This is an optimization exercise on Yosys and OpenROAD, whose aim is small area, a short achievable clock period and few clock cycles, not a production implementation. Only simulation tests tie the RTL to the original design; equivalence was not proved. No activity file was given, so power comes from the tool's default toggle rates.

==> flow/design.v (outline; a module is shown in full before it is edited, if it fits) <==
// module ms_alu: 600 lines
// module ms_lzc64: 38 lines
// module ms_funnel: 17 lines
// module ms_add: 44 lines
// module ms_inc: 33 lines
// module ms_booth8: 45 lines
// module ms_srt_step: 22 lines
// module ms_qsl: 467 lines
module ms_alu (
    input  wire        clk,
    input  wire        rst,           
    input  wire        in_valid,
    output wire        in_ready,
    input  wire [7:0]  in_op,
    input  wire [63:0] in_a,
    input  wire [63:0] in_b,
    output reg         out_valid,
    output reg  [63:0] out_result,
    output reg  [3:0]  out_fault
);
  // ...
==> flow/flow/run.sh <==
#!/bin/bash
# The standard layout (its own synthesis, SDC and clock period, unchanged),
# with two knobs: port buffers are sky130 buf_2 cells instead of the default
# delay buffers, and timing repair aims for a setup slack above zero so the
# critical paths get sized and buffered.
set -euo pipefail
bash standard.sh 'BUFFER_PORTS_ARGS=-buffer_cell sky130_fd_sc_hd__buf_2' SETUP_SLACK_MARGIN=19 finish \
  > flow_standard.log 2>&1
==> flow/standard.sh <==
#!/bin/bash
# synth_recipe.tcl (not shown) runs the flow's synth.tcl, then flattens the netlist and writes it again
# the make line also repeats each setting of config.mk as NAME=value (left out here)
make -C /OpenROAD-flow-scripts/flow DESIGN_CONFIG=/design/flow/config.mk WORK_HOME=/design/flow/orfs CLKGATE_MAP_FILE= SYNTH_SCRIPT=/design/flow/synth_recipe.tcl "${@:-finish}"
==> flow/config.mk <==
export PLATFORM = sky130hd
export DESIGN_NAME = ms_alu
export DESIGN_NICKNAME = ms_alu
export VERILOG_FILES = /design/flow/design.v
export SDC_FILE = /design/flow/constraint.sdc
export NUM_CORES = 8
export LEC_CHECK = 0
export CAP_MARGIN = 20
export CORE_MARGIN = 2
export CORE_UTILIZATION = 40
export PLACE_DENSITY = 0.6
export SLEW_MARGIN = 20
==> flow/constraint.sdc <==
create_clock -name core_clock -period 25.0 [get_ports {clk}]
set_input_delay 5.0000 -clock core_clock [delete_from_list [all_inputs] [get_ports {clk}]]
set_output_delay 5.0000 -clock core_clock [all_outputs]
set_load 0.01 [all_outputs]
==> results.txt, run 1 <==
* Outcome: timing/DRC/antenna clean
* Gpl congestion at 1.12
* Slowest CP cell: or4_4
* M1 wire length at 171,000 um
* Hold path depth at 2
* Netlist cell types at 115
* Slew Limit Fails at 0
* Design area at 0.0771 mm^2
* Asr flop ratio synth at 0
* Synth Flop Type: dfxtp_1
* DR iter-0 viols at 14,000
* Net switching power figure at 0.00357 W
* Share of the synthesized area in the top cell type at 0.113
* Worst Setup EP: rnz_q
* RSZ-0062 raised after global routing: true
* Final worst slack at 18.28 ns
* Post-cts sizing count at 588
* Core Box Area at 0.160 mm^2
* Synth area leader: fa_1
* Combinational family with the most area after synthesis: compound AO/OA/AOI/OAI gates
* CP bufs+invs at 1
* Hold Buf Count CTS at 0
* Layout cells sized above 1 at 0.196
* Largest net degree at the start of global routing at 66
* Final ANT Viol Nets at 0
* Pleak at 30.7 nW
* Maximum vdd drop at 0.144 mV
* Sequential element share of the synthesized area at 0.137
Testbench counts, summed over its fixed seeds: cycles 17,446.
==> module ms_alu, before the edit <==
module ms_alu (
    input  wire        clk,
    input  wire        rst,           
    input  wire        in_valid,
    output wire        in_ready,
    input  wire [7:0]  in_op,
    input  wire [63:0] in_a,
    input  wire [63:0] in_b,
    output reg         out_valid,
    output reg  [63:0] out_result,
    output reg  [3:0]  out_fault
);
    localparam integer NF = 7;           
    localparam [7:0] OP_ADD  = 8'h01, OP_SUB  = 8'h02, OP_MUL  = 8'h03, OP_DIV  = 8'h04;
    localparam [7:0] OP_ADDF = 8'h05, OP_SUBF = 8'h06, OP_MULF = 8'h07, OP_DIVF = 8'h08;
    localparam [7:0] OP_EQ   = 8'h1C, OP_NEQ  = 8'h1D, OP_LT   = 8'h1E, OP_GT   = 8'h1F;
    localparam [7:0] OP_GEQ  = 8'h20, OP_LEQ  = 8'h21;
    localparam [7:0] OP_EQF  = 8'h22, OP_NEQF = 8'h23, OP_LTF  = 8'h24, OP_GTF  = 8'h25;
    localparam [7:0] OP_GEQF = 8'h26, OP_LEQF = 8'h27;
    localparam [7:0] OP_AND  = 8'h28, OP_OR   = 8'h29, OP_NOT  = 8'h2A;
    localparam [3:0] F_NONE = 4'd0, F_BADOP = 4'd2, F_ARITH = 4'd5, F_NONBOOL = 4'd15;
    localparam integer T_ALIGN = 0,  T_FADD  = 1,  T_LZ    = 2,  T_NRM   = 3,
                       T_DEN   = 4,  T_RND   = 5,  T_NEGB  = 6,  T_MSTEP = 7,
                       T_CPA   = 8,  T_MFUN  = 9,  T_LZA   = 10, T_SHA   = 11,
                       T_LZB   = 12, T_SHB   = 13, T_DSTEP = 14, T_DFIN  = 15,
                       T_FIX1  = 16, T_DPRE  = 17, T_FIX2  = 18, T_SHQ   = 19,
                       T_FA    = 20, T_SPEC  = 21, NT      = 22;
    reg [63:0] a_q, b_q, cv;
    reg [2:0]  wsx_q, wcx_q;        
    reg        neg_q, rnz_q;        
    reg [1:0]  sft_q;               
    reg [7:0]  op_q;
    reg        v_q;                 
    reg        rdy_q;
    reg [NT-1:0] st;
    reg c_mul, c_div, c_fadd, c_mulf, c_divf;    
    reg [6:0]  cnt, tgt;
    reg signed [13:0] ex_q;         
    reg        den_q;               
    reg        sg_q;                
    reg        eff_q;               
    reg        zs_q;                
    reg        swp_q;               
    reg        ci_q;                
    reg [6:0]  lza_q;               
    reg [6:0]  ndk_q;               
    reg        ql_q;                
    reg        s64_q, c64_q;        
    reg ax_en, ax_inv, by_b, by_c, by_inv, add_ci;
    reg axf_q, byf_q;               
    reg        hsb_q, lsa_q, fmh_q, fml_q, uh_q, ul_q, far_q;
    reg [6:0]  amt_q;
    reg        alg_q;               
    reg        amsel_q;             
    reg        sps_q, spe_q, spn_q, trp_q;    
    reg [11:0] exb_q;               
    reg [6:0]  amb_q;               
    reg        lfr_q;               
    reg [2:0]  frac_q;              
    assign in_ready = rdy_q;
    wire accept   = rdy_q & in_valid;
    wire in_multi = (in_op[7:4] == 4'h0) && (in_op[3:0] >= 4'h3) && (in_op[3:0] <= 4'h8);
    wire e0 = v_q;
    wire        sa = a_q[63];
    wire        sb = b_q[63];
    wire [10:0] ea = a_q[62:52];
    wire [10:0] eb = b_q[62:52];
    wire        fa_nz = |a_q[51:0];
    wire        fb_nz = |b_q[51:0];
    wire        ea_max = &ea, eb_max = &eb;
    wire        ha = |ea, hb = |eb;            
    wire a_nan  = ea_max & fa_nz;
    wire b_nan  = eb_max & fb_nz;
    wire a_inf  = ea_max & ~fa_nz;
    wire b_inf  = eb_max & ~fb_nz;
    wire a_zero = ~ha & ~fa_nz;
    wire b_zero = ~hb & ~fb_nz;
    wire [10:0] xa = {ea[10:1], ea[0] | ~ha};      
    wire [10:0] xb = {eb[10:1], eb[0] | ~hb};
    wire [63:0] axs = axf_q ? {11'd0, ha, a_q[51:0]} : a_q;
    wire [63:0] bys = byf_q ? {11'd0, hb, b_q[51:0]} : b_q;
    wire [63:0] ax = (axs & {64{ax_en}}) ^ {64{ax_inv}};
    wire [63:0] by = ((bys & {64{by_b}}) | (cv & {64{by_c}})) ^ {64{by_inv}};
    wire [63:0] add_o;
    wire        add_co, add_c63;
    ms_add #(.N(64), .L(6)) u_add (.a(ax), .b(by), .ci(add_ci), .s(add_o), .co(add_co), .cm(add_c63));
    wire [63:0] hsrc = hsb_q ? b_q : a_q;
    wire [63:0] lsrc = lsa_q ? a_q : b_q;
    wire [6:0]  lzc;
    ms_lzc64 u_lzc (.x(hsrc), .n(lzc));
    wire [63:0] hfm = fmh_q ? {11'd0, |hsrc[62:52], hsrc[51:0]} : hsrc;
    wire [63:0] lfm = fml_q ? {11'd0, |lsrc[62:52], lsrc[51:0]} : lsrc;
    wire [6:0]  amt  = amsel_q ? amb_q : amt_q;
    wire [63:0] hi_v = hfm & {64{uh_q}};
    wire [63:0] lo_v = lfr_q ? {frac_q, 61'd0} : (lfm & {64{ul_q}});
    wire [63:0] fun;
    wire [2:0]  funx;
    ms_funnel u_fun (.hi(hi_v), .lo(lo_v), .t(amt[5:0]), .y(fun), .yx(funx));
    wire [63:0] sh_o   = far_q ? 64'd0 : (amt[6] ? lo_v : fun);
    wire [2:0]  shx    = (far_q | amt[6]) ? 3'd0 : funx;      
    wire [6:0]  keep3  = (amt > 7'd61) ? 7'd0 : (7'd61 - amt);
    wire [63:0] lmask  = ~({64{1'b1}} << keep3);
    wire        lost3  = far_q ? (|lo_v) : (|(lo_v & lmask));
    wire        sh_lost = lost3 | (|shx);
    wire [63:0] sh_ost = {sh_o[63:1], sh_o[0] | sh_lost | (c_divf & rnz_q & st[T_NRM])};
    wire [2:0]  grs    = {shx[2], shx[1], shx[0] | lost3};
    wire [63:0] fn_lo = c_fadd ? {frac_q, 61'd0} : b_q;
    wire        fn10  = add_o[53];
    wire        fn11  = ~add_o[53] & add_o[52];
    wire [63:0] fn_o  = fn10 ? {add_o[53:0], fn_lo[63:54]} :
                        fn11 ? {add_o[52:0], fn_lo[63:53]} : {add_o[51:0], fn_lo[63:52]};
    wire        fn_st = fn10 ? (|fn_lo[53:0]) : fn11 ? (|fn_lo[52:0]) : (|fn_lo[51:0]);
    wire        fn_ok = |add_o[53:51];
    wire [72:0] bo_s, bo_c;
    ms_booth8 u_mul (.s({s64_q, a_q}), .c({c64_q, cv}), .m(out_result), .q(b_q[7:0]), .ql(ql_q),
                     .so(bo_s), .co(bo_c));
    wire [8:0]  lowsum = {1'b0, bo_s[7:0]} + {1'b0, bo_c[7:0]} + {8'd0, ci_q};
    wire [62:0] bdf = b_q[62:0] ^ b_q[63:1];
    wire [7:1]  bz;
    genvar bk;
    generate
        for (bk = 1; bk < 8; bk = bk + 1) begin : gbz
            assign bz[bk] = ~|bdf[62:8*bk-1];
        end
    endgenerate
    wire [3:0] ndig = (b_q == 64'd0) ? 4'd0 : bz[1] ? 4'd1 : bz[2] ? 4'd2 : bz[3] ? 4'd3 :
                      bz[4] ? 4'd4 : bz[5] ? 4'd5 : bz[6] ? 4'd6 : bz[7] ? 4'd7 : 4'd8;
    wire [66:0] ws2, wc2;
    wire [2:0]  dq;                            
    ms_srt_step u_srt (.ws({wsx_q, a_q}), .wc({wcx_q, b_q}), .d(out_result),
                       .wso(ws2), .wco(wc2), .q(dq));
    wire [1:0]  dq2   = dq[2] ? (2'd0 - dq[1:0]) : dq[1:0];
    wire [63:0] q_upd = {((dq[2] & |dq[1:0]) ? add_o[61:0] : cv[61:0]), dq2};
    wire [2:0]  r_hi  = wsx_q + wcx_q + {2'b00, add_co};
    wire        rd_up  = b_q[10] & (b_q[11] | (|b_q[9:0]));
    wire [10:0] rd_e   = b_q[63] ? ex_q[10:0] : 11'd0;
    wire [62:0] rd_mag;
    ms_inc #(.N(63), .L(6)) u_rinc (.a({rd_e, b_q[62:11]}), .ci(rd_up), .s(rd_mag));
    wire        rd_ovf = b_q[63] & (ex_q > 14'sd2046);
    wire [63:0] rd_res = rd_ovf ? {sg_q, 11'h7FF, 52'd0} : {sg_q, rd_mag};
    wire [63:0] axb  = a_q ^ b_q;
    wire m_eq   = ~|axb[62:0];                  
    wire i_eq   = m_eq & ~axb[63];
    wire i_lt   = axb[63] ? sa : ~add_co;
    wire i_gt   = ~i_lt & ~i_eq;
    wire m_lt   = ~add_c63;                     
    wire unord  = a_nan | b_nan;
    wire both_z = a_zero & b_zero;
    wire f_eq   = ~unord & (i_eq | both_z);
    wire f_ltr  = axb[63] ? sa : (sa ? (~m_lt & ~m_eq) : m_lt);
    wire f_lt   = ~unord & ~both_z & f_ltr;
    wire f_gt   = ~unord & ~f_eq & ~f_lt;
    wire a_bool = (a_q[63:1] == 63'd0);
    wire b_bool = (b_q[63:1] == 63'd0);
    reg       s_bit;        
    reg       s_add;        
    reg [3:0] s_fault;
    always @* begin
        s_bit = 1'b0; s_add = 1'b0; s_fault = F_NONE;
        case (op_q)
            OP_ADD, OP_SUB: s_add = 1'b1;
            OP_EQ:   s_bit = i_eq;
            OP_NEQ:  s_bit = ~i_eq;
            OP_LT:   s_bit = i_lt;
            OP_GT:   s_bit = i_gt;
            OP_GEQ:  s_bit = ~i_lt;
            OP_LEQ:  s_bit = ~i_gt;
            OP_EQF:  s_bit = f_eq;
            OP_NEQF: s_bit = ~f_eq;
            OP_LTF:  s_bit = f_lt;
            OP_GTF:  s_bit = f_gt;
            OP_GEQF: s_bit = f_gt | f_eq;
            OP_LEQF: s_bit = f_lt | f_eq;
            OP_AND: begin
                if (a_bool && b_bool) s_bit = a_q[0] & b_q[0];
                else                  s_fault = F_NONBOOL;
            end
            OP_OR: begin
                if (a_bool && b_bool) s_bit = a_q[0] | b_q[0];
                else                  s_fault = F_NONBOOL;
            end
            OP_NOT: begin
                if (a_bool) s_bit = ~a_q[0];
                else        s_fault = F_NONBOOL;
            end
            default: s_fault = F_BADOP;
        endcase
    end
    wire sbe = sb ^ (op_q[1:0] == 2'b10);         
    reg  spec, sp_s, sp_e, sp_n;
    always @* begin
        spec = 1'b0; sp_s = 1'b0; sp_e = 1'b1; sp_n = 1'b1;      
        if (c_fadd) begin
            if (a_nan | b_nan | (a_inf & b_inf & (sa ^ sbe))) spec = 1'b1;
            else if (a_inf) begin spec = 1'b1; sp_s = sa;  sp_n = 1'b0; end
            else if (b_inf) begin spec = 1'b1; sp_s = sbe; sp_n = 1'b0; end
        end else if (c_mulf) begin
            if (a_nan | b_nan | (a_inf & b_zero) | (b_inf & a_zero)) spec = 1'b1;
            else if (a_inf | b_inf)   begin spec = 1'b1; sp_s = sa ^ sb; sp_n = 1'b0; end
            else if (a_zero | b_zero) begin spec = 1'b1; sp_s = sa ^ sb; sp_n = 1'b0; sp_e = 1'b0; end
        end else begin
            if (a_nan | b_nan | (a_zero & b_zero) | (a_inf & b_inf)) spec = 1'b1;
            else if (a_inf | b_zero)  begin spec = 1'b1; sp_s = sa ^ sb; sp_n = 1'b0; end
            else if (a_zero | b_inf)  begin spec = 1'b1; sp_s = sa ^ sb; sp_n = 1'b0; sp_e = 1'b0; end
        end
    end
    wire        swp = m_lt;
    wire [10:0] dab = xa - xb;
    wire [10:0] dba = xb - xa;
    wire [6:0]  amt_ab = (dab > 11'd63) ? 7'd0 : (7'd64 - {1'b0, dab[5:0]});
    wire [6:0]  amt_ba = (dba > 11'd63) ? 7'd0 : (7'd64 - {1'b0, dba[5:0]});
    wire signed [13:0] xa1 = $signed({3'd0, xa}) + 14'sd11;
    wire signed [13:0] xb1 = $signed({3'd0, xb}) + 14'sd11;
    wire idiv_trap = (b_q == 64'd0) ||
                     ((a_q == 64'h8000_0000_0000_0000) && (b_q == 64'hFFFF_FFFF_FFFF_FFFF));
    wire signed [7:0] nq = {1'b0, lzc} - {1'b0, lza_q};    
    wire [6:0]  nc = (nq[6:0] + 7'd3) >> 1;                 
    wire signed [13:0] lzc_s  = {7'd0, lzc};
    wire signed [13:0] e_norm = ex_q - lzc_s;
    reg [NT-1:0] st_n;
    reg        fin, set_rdy;
    reg        a_add, a_sh, a_cs, a_dv, a_fm, a_clr, a_orst, a_bias, a_flip, b_dv;
    reg        b_add, b_sh, b_cs, b_fm, b_fn;
    reg        c_cs, c_dv, c_clr;
    reg        b_clr;
    reg        r_add, r_sh, r_rd, r_fm, r_misc;
    reg        m_s, m_e, m_n, m_b0;
    reg [3:0]  f_n;
    reg        sg_n, eff_n, zs_n, swp_n, ci_n, den_n, mlo_n, neg_n, rnz_n;
    reg [1:0]  sft_n;
    reg [2:0]  wsx_n, wcx_n;
    reg [6:0]  cnt_n, tgt_n, amt_n, lza_n, ndk_n;
    reg signed [13:0] ex_n;
    reg        mlo_q;               
    reg        nrm_q, nrm_n;        
    reg [11:0] exb_n;
    reg        ql_n;
    reg [6:0]  amb_n;
    reg [2:0]  frac_n;
    wire signed [13:0] ex_m8 = ex_q - 14'sd8, ex_m9 = ex_q - 14'sd9;
    wire den_m8 = ex_q < 14'sd9, den_m9 = ex_q < 14'sd10;
    wire signed [13:0] ex_m10 = ex_q - 14'sd10, ex_m11 = ex_q - 14'sd11, ex_m12 = ex_q - 14'sd12;
    wire den_m10 = ex_q < 14'sd11, den_m11 = ex_q < 14'sd12, den_m12 = ex_q < 14'sd13;
    always @* begin
        st_n = {NT{1'b0}}; fin = 1'b0; set_rdy = 1'b0;
        a_add = 1'b0; a_sh = 1'b0; a_cs = 1'b0; a_dv = 1'b0; a_fm = 1'b0; a_clr = 1'b0; a_orst = 1'b0;
        a_bias = 1'b0; a_flip = 1'b0; b_dv = 1'b0;
        b_add = 1'b0; b_sh = 1'b0; b_cs = 1'b0; b_fm = 1'b0; b_fn = 1'b0;
        c_cs = 1'b0; c_dv = 1'b0; c_clr = 1'b0; b_clr = 1'b0;
        r_add = 1'b0; r_sh = 1'b0; r_rd = 1'b0; r_fm = 1'b0; r_misc = 1'b0;
        m_s = 1'b0; m_e = 1'b0; m_n = 1'b0; m_b0 = 1'b0;
        f_n = out_fault;
        sg_n = sg_q; neg_n = neg_q; rnz_n = rnz_q; sft_n = sft_q; wsx_n = wsx_q; wcx_n = wcx_q; eff_n = eff_q; zs_n = zs_q; swp_n = swp_q; ci_n = ci_q;
        den_n = den_q; mlo_n = mlo_q; nrm_n = nrm_q;
        ql_n = ql_q;
        exb_n = exb_q; amb_n = amb_q; frac_n = frac_q;
        cnt_n = cnt; tgt_n = tgt; amt_n = amt_q; lza_n = lza_q; ndk_n = ndk_q; ex_n = ex_q;
        if (e0) begin
            cnt_n = 7'd0;
            if (c_mul) begin
                r_add = 1'b1;                        
                a_bias = 1'b1; c_clr = 1'b1; ci_n = 1'b0; ql_n = 1'b0;
                tgt_n = {3'd0, ndig};
                ndk_n = {ndig, 3'b000};
                if (ndig == 4'd0) st_n[T_CPA] = 1'b1;
                else st_n[T_MSTEP] = 1'b1;
            end else if (c_div) begin
                a_add = 1'b1;                        
                sg_n = sa ^ sb;
                if (!sa) begin lza_n = lzc; amt_n = lzc; end    
                if (idiv_trap) begin st_n[T_SPEC] = 1'b1; set_rdy = 1'b1; end
                else if (sb) st_n[T_NEGB] = 1'b1;
                else if (sa) st_n[T_LZA] = 1'b1;
                else st_n[T_SHA] = 1'b1;
            end else if (c_mulf) begin
                r_fm = 1'b1; b_fm = 1'b1;
                a_bias = 1'b1; c_clr = 1'b1; ci_n = 1'b0; ql_n = 1'b0;
                ex_n = $signed({3'd0, xa}) + $signed({3'd0, xb}) - 14'sd1012;
                sg_n = sa ^ sb; tgt_n = NF; mlo_n = 1'b1; nrm_n = ha & hb;
                if (spec) begin st_n[T_SPEC] = 1'b1; set_rdy = 1'b1; end
                else st_n[T_MSTEP] = 1'b1;
            end else if (c_divf) begin
                b_sh = 1'b1;                         
                ex_n = $signed({3'd0, xa}) - $signed({3'd0, xb}) + 14'sd1032;
                sg_n = sa ^ sb; tgt_n = 7'd28; mlo_n = 1'b0;
                if (spec) begin st_n[T_SPEC] = 1'b1; set_rdy = 1'b1; end
                else if (hb) st_n[T_FA] = 1'b1;
                else st_n[T_LZB] = 1'b1;
            end else if (c_fadd) begin
                if (spec) begin
                    st_n[T_SPEC] = 1'b1; set_rdy = 1'b1;
                end else begin
                    swp_n = swp;
                    ex_n  = xa1;
                    exb_n = xb1[11:0];
                    sg_n  = swp ? sbe : sa;
                    eff_n = sa ^ sbe;
                    zs_n  = sa & sbe;
                    amt_n = amt_ab;
                    amb_n = amt_ba;
                    mlo_n = 1'b0;
                    st_n[T_ALIGN] = 1'b1;
                end
            end else begin
                fin = 1'b1; f_n = s_fault;
                if (s_add) r_add = 1'b1;
                else begin r_misc = 1'b1; m_b0 = s_bit; end
            end
        end
        if (st[T_ALIGN]) begin
            if (swp_q) a_sh = 1'b1; else b_sh = 1'b1;
            if (swp_q) ex_n = {2'b00, exb_q};
            frac_n = eff_q ? (3'd0 - grs) : grs;
            st_n[T_FADD] = 1'b1;
        end
        if (st[T_FADD]) begin
            a_add = 1'b1;
            if (fn_ok) begin                         
                b_fn  = 1'b1;
                ex_n  = fn10 ? ex_m10 : fn11 ? ex_m11 : ex_m12;
                if (fn10 ? den_m10 : fn11 ? den_m11 : den_m12) st_n[T_DPRE] = 1'b1;
                else begin st_n[T_RND] = 1'b1; set_rdy = 1'b1; end
            end else st_n[T_LZ] = 1'b1;
        end
        if (st[T_DPRE]) begin                        
            amt_n = 7'd63 + ex_q[6:0];
            st_n[T_DEN] = 1'b1;
        end
        if (st[T_LZ]) begin
            amt_n = lzc;
            ex_n  = e_norm;
            den_n = (e_norm < 14'sd1);
            if (c_fadd && (lzc == 7'd64) && (frac_q == 3'd0)) begin
                fin = 1'b1; r_misc = 1'b1; m_s = zs_q; f_n = F_NONE;
            end else st_n[T_NRM] = 1'b1;
        end
        if (st[T_NRM]) begin
            b_sh = 1'b1;
            amt_n = 7'd63 + ex_q[6:0];
            if (den_q) st_n[T_DEN] = 1'b1;
            else begin st_n[T_RND] = 1'b1; set_rdy = 1'b1; end
        end
        if (st[T_DEN]) begin
            b_sh = 1'b1;
            ex_n = 14'sd1;
            st_n[T_RND] = 1'b1; set_rdy = 1'b1;
        end
        if (st[T_SPEC]) begin                        
            fin = 1'b1; r_misc = 1'b1; m_s = sps_q; m_e = spe_q; m_n = spn_q;
            f_n = trp_q ? F_ARITH : F_NONE;
        end
        if (st[T_RND]) begin
            fin = 1'b1; r_rd = 1'b1; f_n = F_NONE;
        end
        if (st[T_NEGB]) begin
            b_add = 1'b1;                            
            if (~sg_q) begin lza_n = lzc; amt_n = lzc; end    
            st_n[T_SHA] = 1'b1;
        end
        if (st[T_MSTEP]) begin
            a_cs = 1'b1; c_cs = 1'b1; b_cs = 1'b1;
            ci_n = lowsum[8];
            ql_n = b_q[7];
            cnt_n = cnt + 7'd1;
            if (cnt + 7'd1 == tgt) st_n[T_CPA] = 1'b1;
            else st_n[T_MSTEP] = 1'b1;
        end
        if (st[T_CPA]) begin
            a_add = 1'b1;                            
            if (c_mul) begin amt_n = ndk_q; st_n[T_MFUN] = 1'b1; set_rdy = 1'b1; end
            else if (nrm_q) begin                   
                b_fn = 1'b1;
                ex_n = fn10 ? ex_m10 : ex_m11;
                if (fn10 ? den_m10 : den_m11) st_n[T_DPRE] = 1'b1;
                else begin st_n[T_RND] = 1'b1; set_rdy = 1'b1; end
            end else st_n[T_LZ] = 1'b1;
        end
        if (st[T_MFUN]) begin
            fin = 1'b1; r_sh = 1'b1; f_n = F_NONE;
        end
        if (st[T_LZA]) begin
            amt_n = lzc;
            lza_n = lzc;
            if (c_divf) ex_n = ex_q - lzc_s;
            st_n[T_SHA] = 1'b1;
        end
        if (st[T_SHA]) begin
            a_sh = 1'b1;
            if (c_div) st_n[T_LZB] = 1'b1;
            else st_n[T_DSTEP] = 1'b1;
        end
        if (st[T_LZB]) begin
            amt_n = lzc;
            if (c_divf) begin
                ex_n = ex_q + lzc_s;
                st_n[T_SHB] = 1'b1;
            end else if (nq < 0) begin              
                fin = 1'b1; r_misc = 1'b1; f_n = F_NONE;
            end else if (nq == 8'sd63) begin        
                fin = 1'b1; r_misc = 1'b1; m_s = 1'b1; f_n = F_NONE;
            end else begin
                tgt_n = nc;
                sft_n = {1'b0, nq[0]};               
                st_n[T_SHB] = 1'b1;
            end
        end
        if (st[T_SHB]) begin
            if (c_div) begin                         
                r_sh = 1'b1; b_clr = 1'b1; c_clr = 1'b1; wsx_n = 3'd0; wcx_n = 3'd0;
                st_n[T_DSTEP] = 1'b1;
            end else begin
                b_sh = 1'b1; amt_n = 7'd11;
                st_n[T_FA] = 1'b1;
            end
        end
        if (st[T_FA]) begin                          
            a_sh = 1'b1; r_add = 1'b1; b_clr = 1'b1; c_clr = 1'b1; wsx_n = 3'd0; wcx_n = 3'd0;
            if (ha) st_n[T_DSTEP] = 1'b1;
            else    st_n[T_LZA] = 1'b1;
        end
        if (st[T_DSTEP]) begin
            a_dv = 1'b1; b_dv = 1'b1; c_dv = 1'b1;
            wsx_n = ws2[66:64]; wcx_n = wc2[66:64];
            cnt_n = cnt + 7'd1;
            if (cnt + 7'd1 == tgt) st_n[T_FIX1] = 1'b1;
            else st_n[T_DSTEP] = 1'b1;
        end
        if (st[T_FIX1]) begin                        
            neg_n = r_hi[2];
            rnz_n = (|add_o) | (|r_hi);
            st_n[T_FIX2] = 1'b1;
        end
        if (st[T_FIX2]) begin                        
            a_add = 1'b1;
            if (c_divf) begin                        
                amt_n = add_o[54] ? 7'd9 : 7'd10;
                ex_n  = add_o[54] ? ex_m9 : ex_m10;
                den_n = add_o[54] ? den_m9 : den_m10;
                st_n[T_NRM] = 1'b1;
            end else if (sft_q != 2'd0) begin
                amt_n = 7'd64 - {5'd0, sft_q};
                st_n[T_SHQ] = 1'b1;
            end else begin
                st_n[T_DFIN] = 1'b1; set_rdy = 1'b1;
            end
        end
        if (st[T_SHQ]) begin                         
            a_sh = 1'b1;
            st_n[T_DFIN] = 1'b1; set_rdy = 1'b1;
        end
        if (st[T_DFIN]) begin
            fin = 1'b1; r_add = 1'b1; f_n = F_NONE;
        end
        if (fin) set_rdy = 1'b1;
    end
    reg axe_n, axi_n, byb_n, byc_n, byi_n, aci_n;
    reg uh_n, ul_n, hsb_n, lsa_n, fmh_n, fml_n, far_n, alg_n, lfr_n, axf_n, byf_n, amsel_n;
    always @* begin
        alg_n = 1'b0; lfr_n = 1'b0; axf_n = 1'b0; byf_n = 1'b0; amsel_n = 1'b0;
        axe_n = 1'b0; axi_n = 1'b0; byb_n = 1'b0; byc_n = 1'b0; byi_n = 1'b0; aci_n = 1'b0;
        uh_n = 1'b0; ul_n = 1'b0; hsb_n = 1'b0; lsa_n = 1'b0; fmh_n = 1'b0; fml_n = 1'b0; far_n = 1'b0;
        if (accept) begin
            if (in_op == OP_DIVF) begin uh_n = 1'b1; hsb_n = 1'b1; fmh_n = 1'b1; end
            if (in_op == OP_MUL) begin
                axe_n = 1'b1;
            end else if (in_op == OP_DIV) begin
                axe_n = 1'b1; axi_n = in_a[63]; aci_n = in_a[63];
            end else begin
                axe_n = 1'b1; byb_n = 1'b1; byi_n = (in_op != OP_ADD); aci_n = (in_op != OP_ADD);
            end
        end else begin
            if (st_n[T_NEGB])  begin byb_n = 1'b1; byi_n = 1'b1; aci_n = 1'b1; end
            if (st_n[T_FADD])  begin
                axe_n = 1'b1; byb_n = 1'b1; aci_n = eff_q & (grs == 3'd0);
                axi_n = swp_q & eff_q; byi_n = ~swp_q & eff_q;
                axf_n = ~swp_q; byf_n = swp_q;
            end
            if (st_n[T_CPA])   begin axe_n = 1'b1; byc_n = 1'b1; aci_n = ci_n; end
            if (st_n[T_DSTEP]) begin axi_n = 1'b1; byc_n = 1'b1; end           
            if (st_n[T_FIX1])  begin axe_n = 1'b1; byb_n = 1'b1; end           
            if (st_n[T_FIX2])  begin axi_n = neg_n; byc_n = 1'b1; end          
            if (st_n[T_DFIN])  begin axe_n = 1'b1; axi_n = sg_q; aci_n = sg_q; end
            if (st_n[T_FA])    begin byb_n = 1'b1; end                         
            if (st_n[T_ALIGN]) begin
                ul_n = 1'b1; lsa_n = swp; fml_n = 1'b1; alg_n = 1'b1; amsel_n = swp;
            end
            if (st_n[T_LZB])   hsb_n = 1'b1;
            if (st_n[T_NRM])   begin uh_n = 1'b1; ul_n = mlo_q; lfr_n = c_fadd; end
            if (st_n[T_DEN])   begin ul_n = 1'b1; far_n = (ex_q < -14'sd62); end
            if (st_n[T_MFUN])  begin uh_n = 1'b1; ul_n = 1'b1; end
            if (st_n[T_SHA])   uh_n = 1'b1;
            if (st_n[T_FA])    begin uh_n = 1'b1; fmh_n = 1'b1; end           
            if (st_n[T_SHQ])   begin ul_n = 1'b1; lsa_n = 1'b1; end
            if (st_n[T_SHB])   begin uh_n = 1'b1; hsb_n = 1'b1; end
        end
    end
    wire a_hold = ~(a_add | a_sh | a_cs | a_dv | a_fm | a_clr | a_bias);
    wire b_hold = ~(b_add | b_sh | b_cs | b_fm | b_fn | b_dv | b_clr);
    wire c_hold = ~(c_cs | c_dv | c_clr);
    wire r_hold = ~(r_add | r_sh | r_rd | r_fm | r_misc);
    wire [63:0] a_n = ({64{a_hold}} & a_q)
                    | ({64{a_add}}  & {add_o[63] ^ a_flip, add_o[62:0]})
                    | ({64{a_sh}}   & ((alg_q | st[T_SHQ]) ? sh_o : sh_ost))
                    | ({64{a_cs}}   & bo_s[71:8])
                    | ({64{a_dv}}   & ws2[63:0])
                    | ({64{a_fm}}   & {11'd0, ha, a_q[51:0]});
    wire [63:0] b_n = ({64{b_hold}} & b_q)
                    | ({64{b_add}}  & add_o)
                    | ({64{b_sh}}   & (alg_q ? sh_o : sh_ost))
                    | ({64{b_cs}}   & {lowsum[7:0], b_q[63:8]})
                    | ({64{b_fm}}   & {11'd0, hb, b_q[51:0]})
                    | ({64{b_fn}}   & {fn_o[63:1], fn_o[0] | fn_st})
                    | ({64{b_dv}}   & wc2[63:0]);
    wire [63:0] c_n = ({64{c_hold}} & cv)
                    | ({64{c_cs}}   & bo_c[71:8])
                    | ({64{c_dv}}   & q_upd);
    wire [63:0] r_n = ({64{r_hold}} & out_result)
                    | ({64{r_add}}  & add_o)
                    | ({64{r_sh}}   & sh_o)
                    | ({64{r_rd}}   & rd_res)
                    | ({64{r_fm}}   & {7'd0, ha, a_q[51:0], 4'd0})
                    | ({64{r_misc}} & {m_s, {11{m_e}}, m_n, 50'd0, m_b0});
    always @(posedge clk) begin
        if (rst) begin
            st        <= {NT{1'b0}};
            v_q       <= 1'b0;
            rdy_q     <= 1'b1;
            out_valid <= 1'b0;
        end else begin
            st        <= st_n;
            v_q       <= accept;
            rdy_q     <= accept ? ~in_multi : (rdy_q | set_rdy);
            out_valid <= fin;
        end
    end
    always @(posedge clk) begin
        a_q <= rdy_q ? in_a : a_n;
        b_q <= rdy_q ? in_b : b_n;
        if (rdy_q) begin
            op_q   <= in_op;
            c_mul  <= in_op == OP_MUL;
            c_div  <= in_op == OP_DIV;
            c_fadd <= (in_op == OP_ADDF) || (in_op == OP_SUBF);
            c_mulf <= in_op == OP_MULF;
            c_divf <= in_op == OP_DIVF;
        end
        cv         <= c_n;
        out_result <= r_n;
        out_fault  <= f_n;
        wsx_q <= wsx_n;
        wcx_q <= wcx_n;
        neg_q <= neg_n;
        rnz_q <= rnz_n;
        sft_q <= sft_n;
        sg_q  <= sg_n;
        eff_q <= eff_n;
        zs_q  <= zs_n;
        swp_q <= swp_n;
        ci_q  <= ci_n;
        den_q <= den_n;
        mlo_q <= mlo_n;
        nrm_q <= nrm_n;
        ql_q  <= ql_n;
        s64_q <= a_bias | (a_cs & bo_s[72]);
        c64_q <= a_cs & bo_c[72];
        cnt   <= cnt_n;
        tgt   <= tgt_n;
        amt_q <= (accept && in_op == OP_DIVF) ? 7'd11 : amt_n;
        lza_q <= lza_n;
        ndk_q <= ndk_n;
        ex_q  <= ex_n;
        ax_en  <= axe_n;
        ax_inv <= axi_n;
        by_b   <= byb_n;
        by_c   <= byc_n;
        by_inv <= byi_n;
        add_ci <= aci_n;
        uh_q  <= uh_n;
        ul_q  <= ul_n;
        hsb_q <= hsb_n;
        lsa_q <= lsa_n;
        fmh_q <= fmh_n;
        fml_q <= fml_n;
        far_q <= far_n;
        alg_q <= alg_n;
        amsel_q <= amsel_n;
        if (e0) begin                                
            sps_q <= c_div ? 1'b0 : sp_s;
            spe_q <= c_div ? 1'b0 : sp_e;
            spn_q <= c_div ? 1'b0 : sp_n;
            trp_q <= c_div;
        end
        lfr_q <= lfr_n;
        axf_q <= axf_n;
        byf_q <= byf_n;
        frac_q <= frac_n;
        exb_q <= exb_n;
        amb_q <= amb_n;
    end
endmodule
==> run 2, diff against run 1 <==
--- a/flow/design.v
+++ b/flow/design.v
@@ -105,10 +105,13 @@
     wire [63:0] sh_ost = {sh_o[63:1], sh_o[0] | sh_lost | (c_divf & rnz_q & st[T_NRM])};
     wire [2:0]  grs    = {shx[2], shx[1], shx[0] | lost3};
-    wire [63:0] fn_lo = c_fadd ? {frac_q, 61'd0} : b_q;
-    wire        fn10  = add_o[53];
-    wire        fn11  = ~add_o[53] & add_o[52];
-    wire [63:0] fn_o  = fn10 ? {add_o[53:0], fn_lo[63:54]} :
+    wire [63:0] fn_lo = c_fadd ? {frac_q, 61'd0} : c_mulf ? b_q : 64'd0;
+    wire        fn9   = add_o[54];
+    wire        fn10  = ~add_o[54] & add_o[53];
+    wire        fn11  = ~add_o[54] & ~add_o[53] & add_o[52];
+    wire [63:0] fn_o  = fn9  ? {add_o[54:0], fn_lo[63:55]} :
+                        fn10 ? {add_o[53:0], fn_lo[63:54]} :
                         fn11 ? {add_o[52:0], fn_lo[63:53]} : {add_o[51:0], fn_lo[63:52]};
-    wire        fn_st = fn10 ? (|fn_lo[53:0]) : fn11 ? (|fn_lo[52:0]) : (|fn_lo[51:0]);
+    wire        fn_st = (fn9 ? (|fn_lo[54:0]) : fn10 ? (|fn_lo[53:0]) : fn11 ? (|fn_lo[52:0]) :
+                         (|fn_lo[51:0])) | (c_divf & rnz_q);
     wire        fn_ok = |add_o[53:51];
     wire [72:0] bo_s, bo_c;
@@ -139,8 +142,9 @@
     wire        rd_ovf = b_q[63] & (ex_q > 14'sd2046);
     wire [63:0] rd_res = rd_ovf ? {sg_q, 11'h7FF, 52'd0} : {sg_q, rd_mag};
-    wire [63:0] axb  = a_q ^ b_q;
+    wire [63:0] axb = a_q ^ b_q;
+    wire sdif   = axb[63];
     wire m_eq   = ~|axb[62:0];                  
-    wire i_eq   = m_eq & ~axb[63];
-    wire i_lt   = axb[63] ? sa : ~add_co;
+    wire i_eq   = m_eq & ~sdif;
+    wire i_lt   = sdif ? sa : ~add_co;
     wire i_gt   = ~i_lt & ~i_eq;
     wire m_lt   = ~add_c63;                     
@@ -148,5 +152,5 @@
     wire both_z = a_zero & b_zero;
     wire f_eq   = ~unord & (i_eq | both_z);
-    wire f_ltr  = axb[63] ? sa : (sa ? (~m_lt & ~m_eq) : m_lt);
+    wire f_ltr  = sdif ? sa : (sa ? (~m_lt & ~m_eq) : m_lt);
     wire f_lt   = ~unord & ~both_z & f_ltr;
     wire f_gt   = ~unord & ~f_eq & ~f_lt;
@@ -212,6 +216,5 @@
     wire signed [13:0] xa1 = $signed({3'd0, xa}) + 14'sd11;
     wire signed [13:0] xb1 = $signed({3'd0, xb}) + 14'sd11;
-    wire idiv_trap = (b_q == 64'd0) ||
-                     ((a_q == 64'h8000_0000_0000_0000) && (b_q == 64'hFFFF_FFFF_FFFF_FFFF));
+    wire idiv_trap = (b_bool & ~b_q[0]) || (sa & a_zero & (&b_q));    
     wire signed [7:0] nq = {1'b0, lzc} - {1'b0, lza_q};    
     wire [6:0]  nc = (nq[6:0] + 7'd3) >> 1;                 
@@ -432,14 +435,15 @@
         end
         if (st[T_FIX2]) begin                        
-            a_add = 1'b1;
             if (c_divf) begin                        
-                amt_n = add_o[54] ? 7'd9 : 7'd10;
-                ex_n  = add_o[54] ? ex_m9 : ex_m10;
-                den_n = add_o[54] ? den_m9 : den_m10;
-                st_n[T_NRM] = 1'b1;
+                b_fn = 1'b1;
+                ex_n = fn9 ? ex_m9 : ex_m10;
+                if (fn9 ? den_m9 : den_m10) st_n[T_DPRE] = 1'b1;
+                else begin st_n[T_RND] = 1'b1; set_rdy = 1'b1; end
             end else if (sft_q != 2'd0) begin
+                a_add = 1'b1;
                 amt_n = 7'd64 - {5'd0, sft_q};
                 st_n[T_SHQ] = 1'b1;
             end else begin
+                a_add = 1'b1;
                 st_n[T_DFIN] = 1'b1; set_rdy = 1'b1;
             end
==> flow/flow/run.sh (replaced) <==
#!/bin/bash
# The standard layout (its own synthesis, SDC and clock period, unchanged),
# with these knobs: port buffers are sky130 buf_2 cells instead of the default
# delay buffers, and timing repair aims for a setup slack above zero so the
# critical paths get sized and buffered. Clock-tree settings are in config.mk.
set -euo pipefail
bash standard.sh 'BUFFER_PORTS_ARGS=-buffer_cell sky130_fd_sc_hd__buf_2' SETUP_SLACK_MARGIN=18.5 finish \
  > flow_standard.log 2>&1
--- a/flow/config.mk
+++ b/flow/config.mk
@@ -9,4 +9,6 @@
 export CORE_MARGIN = 2
 export CORE_UTILIZATION = 40
+export CTS_CLUSTER_DIAMETER = 100
+export CTS_CLUSTER_SIZE = 20
 export PLACE_DENSITY = 0.6
 export SLEW_MARGIN = 20
==> results.txt, run 2 <==
* CP most frequent cell: mux2i_1 (was nand4_1)
* Max Cap Viol at 0 (unchanged)
* Clock Tree Root: clkbuf_16 (unchanged)
* Width of the die at 405 um (about the same)
* Initial Util at 0.401 (was 0.402)
* Count leader, synth: inv_1 (unchanged)
* Area of the mapped netlist at 0.0643 mm^2 (about the same)
* Crit Path Max Fanout at 26 (was 6)
* Vias in the first global route at 71,100 (was 72,000)
* TritonCTS clock tree: built (unchanged)
* Asr flop ratio synth at 0 (unchanged)
* Register area at 0.00891 mm^2 (was 0.00907 mm^2)
* Synth Area in Compound Gates at 0.280 (was 0.279)
* WS Path Type: reg2reg (unchanged)
* Clk sinks at 406 (unchanged)
* Share of the synthesized area in the top cell type at 0.113 (about the same)
* Clock transition at path regs at 0.10 ns (was 0.07 ns)
* Vias per cell at 7.41 (was 7.33)
* Post-DP HPWL at 328,000 um (was 327,000 um)
* Outcome: timing/DRC/antenna clean (unchanged)
* Post-Route WL at 453,000 um (was 461,000 um)
* Top cells by instance count after synthesis: inv_1, clkbuf_1, nand2_1 (was inv_1, nand2_1, clkbuf_1)
* Crit-path cells: buf_4, buf_4, mux2i_1, nand2b_1, o21ai_0, mux2i_1, mux2i_1, mux2i_1, mux2i_1, nor2_1, nor3_1, o21ai_0, a2bb2oi_1 (was inv_1, ha_1, and3_1, nand4_1, nand2_1, o21ai_4, a22oi_1, xnor2_1, ha_1, a21o_1, a21o_1, a21oi_1, nor2_1, a211oi_2, o31a_1, fa_2, nand4_1, nor4_2, nand4_1, or4_4)
* Clk buf depth at 3 (unchanged)
* Drt pass-1 iters at 13 (was 14)
* Fin util at 0.451 (was 0.482)
* Pleak at 28.2 nW (was 30.7 nW)
* Fin crit share at 0.273 (was 0.269)
* Mapped Avg Cell Area at 7.81 um^2 (was 7.84 um^2)
* Cell Rows at 147 (unchanged)
* Layout cells sized above 1 at 0.146 (was 0.196)
* Io pins at 209 (unchanged)
* Crit path DAT at 7.43 ns (was 7.18 ns)
* Final setup violation count at 0 (unchanged)
* Port Buf Inserts at 208 (unchanged)
* Post-synthesis adder-cell area fraction at 0.195 (about the same)
* CTS buffer count at 36 (was 59)
* Mux cell area share after synthesis at 0.0666 (was 0.0653)
* XOR/XNOR Fraction of Synth Area at 0.0938 (was 0.0914)
* Commonest non-fill, non-tap cell in the layout: inv_1 (unchanged)
* Crit path required time at 25.60 ns (was 25.46 ns)
* Maximum vdd drop at 0.0728 mV (was 0.144 mV)
* Sequential element share of the synthesized area at 0.137 (about the same)
* Global route overflow at 0 (unchanged)
* Cell area power density at 78.1 mW/mm^2 (was 82.7 mW/mm^2)
* Netlist cell types at 105 (was 115)
* Slowest CP cell: mux2i_1 (was or4_4)
* Yosys reg bits at 406 (unchanged)
* H-Tree Depth at 2 (unchanged)
* Combinational family with the most area after synthesis: compound AO/OA/AOI/OAI gates (unchanged)
* Synth Flop Type: dfxtp_1 (unchanged)
* Synthesis Warnings at 5 (unchanged)
* Nets at 9,108 (was 9,320)
* Net Count, Synth at 9,156 (was 9,124)
* Minimum clock period at 6.83 ns (was 6.72 ns)
* Area of the multi-input gates at 0.0511 mm^2 (was 0.0521 mm^2)
* Routed WL per cell at 43.5 um (was 43.6 um)
* Synth top area cells: fa_1, dfxtp_1, ha_1 (unchanged)
* RR Startpoint: lsa_q (was b_q[59])
* Synth Area in Simple Gates at 0.138 (was 0.141)
* Worst setup EP type: flop (unchanged)
* Hold Buf Count CTS at 0 (unchanged)
* Crit-path max cell delay at 0.92 ns (was 0.77 ns)
* Worst flop-to-flop path endpoint: a_q[16] (was rnz_q)
* Final ANT Viol Nets at 0 (unchanged)
* Clock latency (worst-skew pair) at 0.68 ns (was 0.78 ns)
* DR iter-0 viols at 13,800 (was 14,000)
* Fmax at 0.146 GHz (was 0.149 GHz)
* Synth area leader: fa_1 (unchanged)
* Slew Limit Fails at 0 (unchanged)
* Number of synthesized flops with an enable pin at 67 (was 66)
* DR DRC count at 0 (unchanged)
* Fin Setup TNS at 0 ns (unchanged)
* R2R depth at 13 (was 20)
* Largest net degree at the start of global routing at 75 (was 66)
* Die Ht at 405 um (about the same)
* Layout area overhead at 12.4% (was 20.0%)
* Antenna violations before repair at 61 (was 57)
* Commonest non-fill, non-tap cells in the layout: inv_1, nand2_1, xnor2_1 (was inv_1, nand2_1, buf_4)
* Worst Min Path Start: out_fault[3] (was tgt[6])
* Post-Syn Instances at 8,232 (was 8,200)
* Total die area at 0.164 mm^2 (about the same)
* Max-slew headroom at 0.0760 (was 0.0654)
* Vias at 77,200 (was 77,500)
* Clock skew at 0.0441 ns (was 0.0839 ns)
* HP Class: reg2reg (unchanged)
* Slew @ Worst Pin at 1.38 ns (was 1.40 ns)
* RSZ-0062 raised after global routing: true (unchanged)
* Hold path endpoint: out_fault[3] (was tgt[6])
* Hold path depth at 2 (unchanged)
* Kind of start point of the critical path: flop (unchanged)
* Core Box Area at 0.160 mm^2 (about the same)
* Fillers at 16,300 (was 15,700)
* Gpl congestion at 1.13 (was 1.12)
* Flop2flop setup slack at 18.17 ns (was 18.28 ns)
* Gr usage total at 0.526 (was 0.537)
* First-pass GRT wire length at 602,000 um (was 613,000 um)
* Final Hold Viols at 0 (unchanged)
## run 2: worst max-delay path by stage
| stage | start | to | slack (ns) |
|---|---|---|---|
| floorplan | in_op[5] | amt_q[1] | 18.62 |
| global placement | by_c | b_q[41] | 15.95 |
| detailed placement | by_c | b_q[41] | 15.89 |
| CTS | b_q[61] | a_q[62] | 18.49 |
| global route | hsb_q | out_result[52] | 18.43 |
| finish | lsa_q | a_q[16] | 18.17 |
## run 2: area by class of cell
type,instances,share of cell area
inverters,707,0.0375
diodes,50,0.00173
well taps,2160,0.0374
clock buffers,44,0.0134
repair inverters,1,0.000225
flip-flops and latches,406,0.123
clock inverters,21,0.00358
multi-input cells,6340,0.706
repair buffers,692,0.0769
## run 2: cell families (layout without fill, tap and decap cells)
family                   Yosys count  count (layout)
XOR/XNOR                         689             689
AO/OA/AOI/OAI                   2593            2593
other                              0              50
adder cells (fa/ha/maj)          788             788
multiplexers                     375             375
buffers and inverters           1487            1465
flip-flops                       406             406
AND/OR/NAND/NOR                 1894            1895
## run 2: repair_timing
action,in CTS,in global routing
buffers inserted,33,40
pin swaps,15,31
gates resized for setup,197,116
endpoints found under the setup margin,333,201
endpoints found under the hold margin,0,0
cloned,13,8
## run 2: power breakdown
group / total, W / switching (W) / leakage (nW) / internal (W)
registers: 0.000924 / 0.000179 / 3.49 / 0.000745
clock network: 0.000678 / 0.000372 / 0.600 / 0.000306
logic: 0.00405 / 0.00270 / 24.2 / 0.00134
## run 2: routing by layer
metal / vias to the layer above / GRT usage / routed length, um
met3: 2024 / 0.255 / 74200
met2: 7327 / 0.707 / 172000
met1: 38100 / 0.652 / 167000
met5: - / 0.00952 / 337
li1: 29700 / - / -
met4: 50 / 0.358 / 40100
## run 2: through the flow
stage               cells  total power [W]  hold WS, ns  setup WS [ns]  instance area, um^2
floorplan            8232          0.00301        0.424          18.62                64300
global placement    10200          0.00454        0.443          15.95                68300
detailed placement  10200          0.00456        0.450          15.89                68400
CTS                 10300          0.00534        0.466          18.49                71100
global route        10400          0.00584        0.505          18.43                72200
finish              10400          0.00565        0.465          18.17                72300
## run 2: worst max-delay path: cells and delay by family (launching register included)
| family | cells | cell delay, ns |
|---|---|---|
| and+or+nand+nor | 3 | 1.12 |
| muxes | 5 | 2.53 |
| AOI/OAI and AO/OA | 3 | 1.11 |
| buffers and inverters | 2 | 1.19 |
| DFF | 1 | 0.70 |
Testbench counts of run 2, summed over its fixed seeds: cycles 17,296.
==> run 3, diff against run 2 <==
--- a/flow/flow/run.sh
+++ b/flow/flow/run.sh
@@ -5,4 +5,4 @@
 # critical paths get sized and buffered. Clock-tree settings are in config.mk.
 set -euo pipefail
-bash standard.sh 'BUFFER_PORTS_ARGS=-buffer_cell sky130_fd_sc_hd__buf_2' SETUP_SLACK_MARGIN=18.5 finish \
+bash standard.sh 'BUFFER_PORTS_ARGS=-buffer_cell sky130_fd_sc_hd__buf_2' SETUP_SLACK_MARGIN=18.75 finish \
   > flow_standard.log 2>&1
--- a/flow/config.mk
+++ b/flow/config.mk
@@ -8,7 +8,7 @@
 export CAP_MARGIN = 20
 export CORE_MARGIN = 2
-export CORE_UTILIZATION = 40
+export CORE_UTILIZATION = 45
 export CTS_CLUSTER_DIAMETER = 100
 export CTS_CLUSTER_SIZE = 20
-export PLACE_DENSITY = 0.6
+export PLACE_DENSITY = 0.65
 export SLEW_MARGIN = 20
==> results.txt, run 3 <==
* Cell Rows at 138 (was 147)
* Clock transition at path regs at 0.10 ns (about the same)
* Top cells by instance count after synthesis: inv_1, clkbuf_1, nand2_1 (unchanged)
* Gpl congestion at 1.17 (was 1.13)
* Synth Area in Simple Gates at 0.138 (unchanged)
* Slew Limit Fails at 0 (unchanged)
* DP Worst Slack at 16.08 ns (was 15.89 ns)
* Total die area at 0.146 mm^2 (was 0.164 mm^2)
* Synthesis Warnings at 5 (unchanged)
* Layout cells sized above 1 at 0.156 (was 0.146)
* Die Ht at 382 um (was 405 um)
* Final setup violation count at 0 (unchanged)
* Combinational family with the most area after synthesis: compound AO/OA/AOI/OAI gates (unchanged)
* Slew @ Worst Pin at 1.43 ns (was 1.38 ns)
* Worst setup EP type: flop (unchanged)
* Synth area leader: fa_1 (unchanged)
* Maximum vdd drop at 0.168 mV (was 0.0728 mV)
* Final Hold Viols at 0 (unchanged)
* DR DRC count at 0 (unchanged)
* Hold Buf Count CTS at 0 (unchanged)
* Antenna violations before repair at 58 (was 61)
* Clock Tree Root: clkbuf_16 (unchanged)
* DR iter-0 viols at 15,600 (was 13,800)
* XOR/XNOR Fraction of Synth Area at 0.0938 (unchanged)
* Vias in the first global route at 71,300 (was 71,100)
* Flop2flop setup slack at 18.61 ns (was 18.17 ns)
* Vias at 77,900 (was 77,200)
* Port Buf Inserts at 208 (unchanged)
* Post-synthesis adder-cell area fraction at 0.195 (unchanged)
* Core Box Area at 0.142 mm^2 (was 0.160 mm^2)
* Slowest CP cell: nor2_2 (was mux2i_1)
* Mapped Avg Cell Area at 7.81 um^2 (unchanged)
* Yosys reg bits at 406 (unchanged)
* Pleak at 28.6 nW (was 28.2 nW)
* Largest net degree at the start of global routing at 96 (was 75)
* Minimum clock period at 6.39 ns (was 6.83 ns)
* Fin Setup TNS at 0 ns (unchanged)
* Hold path endpoint: lza_q[4] (was out_fault[3])
* Number of synthesized flops with an enable pin at 67 (unchanged)
* Synth top area cells: fa_1, dfxtp_1, ha_1 (unchanged)
* Post-DP HPWL at 314,000 um (was 328,000 um)
* Fin crit share at 0.255 (was 0.273)
* Fmax at 0.157 GHz (was 0.146 GHz)
* Worst Min Path Start: lza_q[4] (was out_fault[3])
* Netlist cell types at 105 (unchanged)
* Global route overflow at 0 (unchanged)
* Crit path DAT at 6.82 ns (was 7.43 ns)
* Kind of start point of the critical path: flop (unchanged)
* WS Path Type: reg2reg (unchanged)
* Synth Flop Type: dfxtp_1 (unchanged)
* Final worst slack at 18.61 ns (was 18.17 ns)
* Crit-path max cell delay at 0.85 ns (was 0.92 ns)
* Crit-path cells: buf_4, buf_4, mux2i_1, nor2_2, a22oi_1, nand2_1, nor2_1, a2111oi_1, nor3_1, a311oi_1, nor2_1, ha_1, ha_1, a31oi_1, a21o_1, a32oi_2 (was buf_4, buf_4, mux2i_1, nand2b_1, o21ai_0, mux2i_1, mux2i_1, mux2i_1, mux2i_1, nor2_1, nor3_1, o21ai_0, a2bb2oi_1)
* Gr usage total at 0.561 (was 0.526)
* Commonest non-fill, non-tap cell in the layout: inv_1 (unchanged)
* Crit path required time at 25.43 ns (was 25.60 ns)
* Final ANT Viol Nets at 0 (unchanged)
* Clock skew at 0.0635 ns (was 0.0441 ns)
* RR Startpoint: lsa_q (unchanged)
* Io pins at 209 (unchanged)
* Worst flop-to-flop path endpoint: add_ci (was a_q[16])
* Dpl cell area at 0.0679 mm^2 (was 0.0684 mm^2)
* Placed cell count at 9,919 (was 10,200)
* RSZ-0062 raised after global routing: true (unchanged)
* Layout area overhead at 13.2% (was 12.4%)
* Synth Area in Compound Gates at 0.280 (unchanged)
* Net Count, Synth at 9,156 (unchanged)
* Outcome: timing/DRC/antenna clean (unchanged)
* Commonest non-fill, non-tap cells in the layout: inv_1, nand2_1, xnor2_1 (unchanged)
* H-Tree Depth at 2 (unchanged)
* Vias per cell at 7.62 (was 7.41)
* Clock latency (worst-skew pair) at 0.69 ns (was 0.68 ns)
* Hold path depth at 2 (unchanged)
* Share of the synthesized area in the top cell type at 0.113 (unchanged)
* Tot Pwr at 0.00559 W (was 0.00565 W)
* Clk sinks at 406 (unchanged)
* Non-filler cells in the finished layout at 10,200 (was 10,400)
* Max Cap Viol at 0 (unchanged)
* Area of the mapped netlist at 0.0643 mm^2 (unchanged)
* Routed WL per cell at 42.3 um (was 43.5 um)
* Drt pass-1 iters at 14 (was 13)
* Crit Path Max Fanout at 30 (was 26)
* TritonCTS clock tree: built (unchanged)
* Max-slew headroom at 0.0442 (was 0.0760)
* Clk buf depth at 3 (unchanged)
* Mux cell area share after synthesis at 0.0666 (unchanged)
* Post-Route WL at 432,000 um (was 453,000 um)
* Sequential element share of the synthesized area at 0.137 (unchanged)
* Post-Syn Instances at 8,232 (unchanged)
* CTS buffer count at 36 (unchanged)
* HP Class: reg2reg (unchanged)
* Initial Util at 0.454 (was 0.401)
* Count leader, synth: inv_1 (unchanged)
* Asr flop ratio synth at 0 (unchanged)
* Width of the die at 382 um (was 405 um)
* Design area at 0.0728 mm^2 (was 0.0723 mm^2)
* R2R depth at 16 (was 13)
* Nets at 9,181 (was 9,108)
* First-pass GRT wire length at 579,000 um (was 602,000 um)
* Cell area power density at 76.7 mW/mm^2 (was 78.1 mW/mm^2)
## run 3: worst max-delay path by stage
stage	startpoint	to	slack, ns	depth (start not counted)
after floorplan	in_op[5]	amt_q[1]	18.72	7
after global routing	hsb_q	out_result[52]	18.66	24
after global placement	by_c	ex_q[10]	16.16	28
after detailed placement	by_c	ex_q[10]	16.08	28
final	lsa_q	add_ci	18.61	16
after CTS	out_result[60]	out_result[60]	18.72	2
## run 3: repair_timing
action | CTS | global route
setup endpoints to repair | 362 | 174
gates resized for setup | 297 | 118
endpoints found under the hold margin | 0 | 0
gates cloned | 12 | 9
pin swaps | 14 | 44
setup buffers | 96 | 71
## run 3: where the power goes
part	internal (W)	switching (W)
combinational	0.00133	0.00264
sequential	0.000742	0.000178
clock	0.000320	0.000370
## run 3: cell families (layout without fill, tap and decap cells)
| family | count (synthesis) | after routing |
|---|---|---|
| XOR/XNOR | 689 | 689 |
| AO/OA/AOI/OAI | 2593 | 2593 |
| multiplexers | 375 | 375 |
| adder cells (fa/ha/maj) | 788 | 788 |
| other | 0 | 45 |
| AND/OR/NAND/NOR | 1894 | 1894 |
| buffers and inverters | 1487 | 1539 |
| flip-flops | 406 | 406 |
## run 3: critical path: cells and delay by family, from the launching register on
family | cells | cell delay, ns
AOI/OAI and AO/OA | 6 | 2.25
and+or+nand+nor | 5 | 1.34
buffers and inverters | 2 | 1.25
DFF | 1 | 0.59
adders and majority gates | 2 | 0.44
muxes | 1 | 0.17
## run 3: stage by stage
stage          hold slack (ns)   util
2_1_floorplan            0.424      -
3_3_place_gp             0.440  0.479
5_1_grt                  0.506  0.513
3_5_place_dp             0.454  0.479
6_report                 0.471  0.514
4_1_cts                  0.473  0.504
## run 3: metal layers
layer	vias to the layer above	track usage	share of wire
li1	29900	-	-
met1	37700	0.704	0.36
met2	8012	0.742	0.37
met3	2243	0.278	0.17
met4	56	0.374	0.091
met5	-	0.0281	0.0021
## run 3: layout make-up
type / instances / area [um^2]
Timing Repair Buffer: 767 / 6190
Tap cell: 1890 / 2360
Clock buffer: 40 / 937
Antenna cell: 45 / 113
Inverter: 707 / 2690
Fill cell: 13900 / 69000
Sequential cell: 406 / 9050
Multi-Input combinational cell: 6339 / 51100
Clock inverter: 25 / 344

==> separate check: timing with driven ports <==
The flow's constraints put no driver on any port. The routed layouts listed below were extracted and timed again, unchanged, in two steps. Step 1: set_driving_cell puts a clkbuf_16 on clk and a buf_2 on each other input, an assumption about the parent block. Step 2 times the ports against the registers' clock, not the clock port: input delays grow and output delays shrink by t, the midpoint of the rising clock arrivals with the driver on. a / b / c = no drivers / after step 1 / after step 2; a / b = the first two.
run | t (ns) | slack for setup (ns) | worst setup path at the end | latest minus earliest clock arrival (ns) | cell pins on the clock port's net
run 1 | 0.824 | 18.280 / 18.280 / 18.280 | register to register | 0.084 / 0.084 | 1
run 2 | 0.745 | 18.173 / 18.173 / 17.962 | input to register | 0.044 / 0.044 | 1
run 3 | 0.746 | 18.614 / 18.614 / 18.096 | input to register | 0.063 / 0.063 | 1
After both steps every run listed still meets setup and hold. The setup slack of run 3, which loses most, moves by 0.000 ns with the drivers and by -0.518 ns with both steps.
